Background: an optimization exercise with open tools, aiming at small area. Do not read the settings as production practice. Function was checked by simulation only, so behaviour that the tests miss may differ from the original. Power figures rest on the tool's default switching activity, not on a simulated workload.

red:
Design elliott900, start of the top module:
module elliott900 (
    input  wire        clk,
    input  wire        rst,           
    input  wire [17:0] start_addr,    
    input  wire [31:0] limit,         
    output wire        mem_req,
    output wire        mem_we,
    output wire [13:0] mem_addr,
    output wire [17:0] mem_wdata,
    input  wire        mem_ack,
    input  wire [17:0] mem_rdata,
    output wire        io_req,
    output wire [2:0]  io_dev,
    output wire [7:0]  io_out,
    input  wire        io_ack,
    input  wire [7:0]  io_in,
    input  wire [1:0]  io_status,
    output wire        halted,
    output wire [4:0]  exit_code,
    output wire [2:0]  fatal_cause,
    output wire [13:0] stop_addr,
    output wire [17:0] acc_a,
    output wire [17:0] acc_q
);
Size: roughly 130 flip-flops, roughly 190 I/O pins.
export LEC_CHECK = 0
export CAP_MARGIN = 20
export CORE_MARGIN = 2
export CORE_UTILIZATION = 55
export PLACE_DENSITY = 0.7
export SLEW_MARGIN = 20
create_clock -name core_clock -period 7.0 [get_ports {clk}]
standard.sh (not shown) runs the stock make flow with config.mk's settings and CLKGATE_MAP_FILE= SYNTH_SCRIPT=/design/flow/synth_recipe.tcl, a recipe that flattens the netlist after the stock synthesis.
==> flow/flow/run.sh <==
#!/bin/bash
# The standard layout, with the port buffers made from the smallest buffer
# cell and a clock tree without dummy balancing loads.
set -euo pipefail
export BUFFER_PORTS_ARGS="-buffer_cell sky130_fd_sc_hd__buf_1"
export CTS_ARGS="-sink_clustering_enable -repair_clock_nets -dont_use_dummy_load"
bash standard.sh > standard.log 2>&1
Relative to red, the following input files were edited for blue:
- PLACE_DENSITY now 0.6, was 0.7
- CORE_UTILIZATION now 40, was 55
--- outcome ---
blue has completed all stages; timing, DRC and antenna checks passed. Core area (blue vs. red) increases by more than a quarter. On total grt overflow, red and blue are neck and neck. In the reports for red and blue, the larger fraction of standard cell area that is sequential belongs to red. In the floorplan summary, blue is listed with a die area greater than that of red. Post-layout worst setup margin was higher in the run labelled blue. Number of placed instances, taps included (blue / red): 1.07. Per the comparison of blue with red, final total power saw a decrease; via count down 222.
> inputs changed (blue -> green)
==> flow/flow/run.sh <==
#!/bin/bash
# The standard layout, with the port buffers made from the smallest buffer cell.
set -euo pipefail
export BUFFER_PORTS_ARGS="-buffer_cell sky130_fd_sc_hd__buf_1"
bash standard.sh > standard.log 2>&1
==> comparison <==
Clock skew delta (green − blue): favourable. Going from blue to green, via density per instance now smaller, post-route non-filler standard cell count shows an increase of about 0.9%. Going from blue to green, number of hold violations in the final report closely matched the old numbers, power of the clock network increased by 26% relative to the old numbers, power in combinational cells closely matched the old numbers, reported sequential group power closely matched the old numbers, met1 wire length decreased by 1.1% relative to the old numbers. In summary, green completed successfully, with a layout that passed the timing, DRC and antenna checks. Via count across green and blue: no real change. Relative to blue, fraction of area in registers has decreased by 0.39 points in green.
Here is what was changed in the inputs of orange compared with green.
- CORE_UTILIZATION: 40 -> 55
- PLACE_DENSITY: 0.6 -> 0.7
Findings:
Delta (orange minus green): maximum clock rate lower; design area fell about 1.2%; worst hold slack barely changed; die area -about 27%. Max minimum clock period after layout across orange and green: orange. Die height | orange below green. Compared with green, orange shows a all-layer global routing usage that is 10 points higher. met4 as the highest metal layer used by the detailed router was reported by green, and met5 by orange. Total power: orange above green. From orange to green, count of instances resized after the clock tree is built did not move at all.
Inputs modified between orange and purple:
- changing PLACE_DENSITY from 0.7 to 0.6
- changing CORE_UTILIZATION from 55 to 40
==> flow/flow/run.sh <==
#!/bin/bash
# The standard layout, with the port buffers made from the smallest buffer
# cell, a clock tree without dummy balancing loads, and timing-driven global
# placement that does not keep the buffers of its trial repairs.
set -euo pipefail
export BUFFER_PORTS_ARGS="-buffer_cell sky130_fd_sc_hd__buf_1"
export CTS_ARGS="-sink_clustering_enable -repair_clock_nets -dont_use_dummy_load"
export GLOBAL_PLACEMENT_ARGS="-keep_resize_below_overflow 0"
bash standard.sh > standard.log 2>&1
Results
When purple is set beside orange, its met1 track demand over resource turns out to be 14 points smaller.
Max total power after layout across purple and orange: orange
purple vs orange — post-route minimum period dropped 0.061 ns.
Going from orange to purple, die height picked up an extra about 17%, proportion of cell area occupied by multi-input gates lost 0.21 points, part of the total power dissipated in combinational logic saw an increase, total routed wirelength increased by about 5% relative to the old numbers, part of the total power dissipated in the clock network decreased by 2.8 points relative to the old numbers.
A uppermost metal layer occupied by signal nets of met4 is what purple shows, while met5 belongs to orange.
Delta (purple minus orange): global-route usage -10 points, power density over the cells -about 5%, period utilization -0.87 points.
purple: full flow OK, the timing, DRC and antenna checks passed

==> what the ideal ports hide <==
No port has a modelled driver above. Below, the same layouts with a new extraction and two added sets of constraints. Step 1 (the two cells are an assumption about what drives the block):
set clk [get_ports {clk}]
set_driving_cell -lib_cell sky130_fd_sc_hd__clkbuf_16 $clk
set_driving_cell -lib_cell sky130_fd_sc_hd__buf_2 [delete_from_list [all_inputs] $clk]
Step 2, shift: input delay + t, output delay - t, t = (earliest + latest rising clock arrival at the registers) / 2. This alone moves slack from input paths to output paths. Slacks: no drivers / after step 1 / after step 2; pairs: no drivers / after step 1.
run	shift t [ns]	slack for setup (ns)	hold WS [ns]
red	0.469	0.328 / 0.328 / 0.328	0.321 / 0.321 / 0.321
blue	0.462	0.478 / 0.478 / 0.424	0.318 / 0.318 / 0.318
green	0.474	0.472 / 0.472 / 0.430	0.324 / 0.324 / 0.324
orange	0.490	0.312 / 0.312 / 0.312	0.325 / 0.325 / 0.325
purple	0.465	0.372 / 0.372 / 0.372	0.310 / 0.310 / 0.310
After both steps every run listed still meets setup and hold. For blue, which loses most, drivers alone change the setup slack by 0.000 ns; drivers and shift together by -0.054 ns.
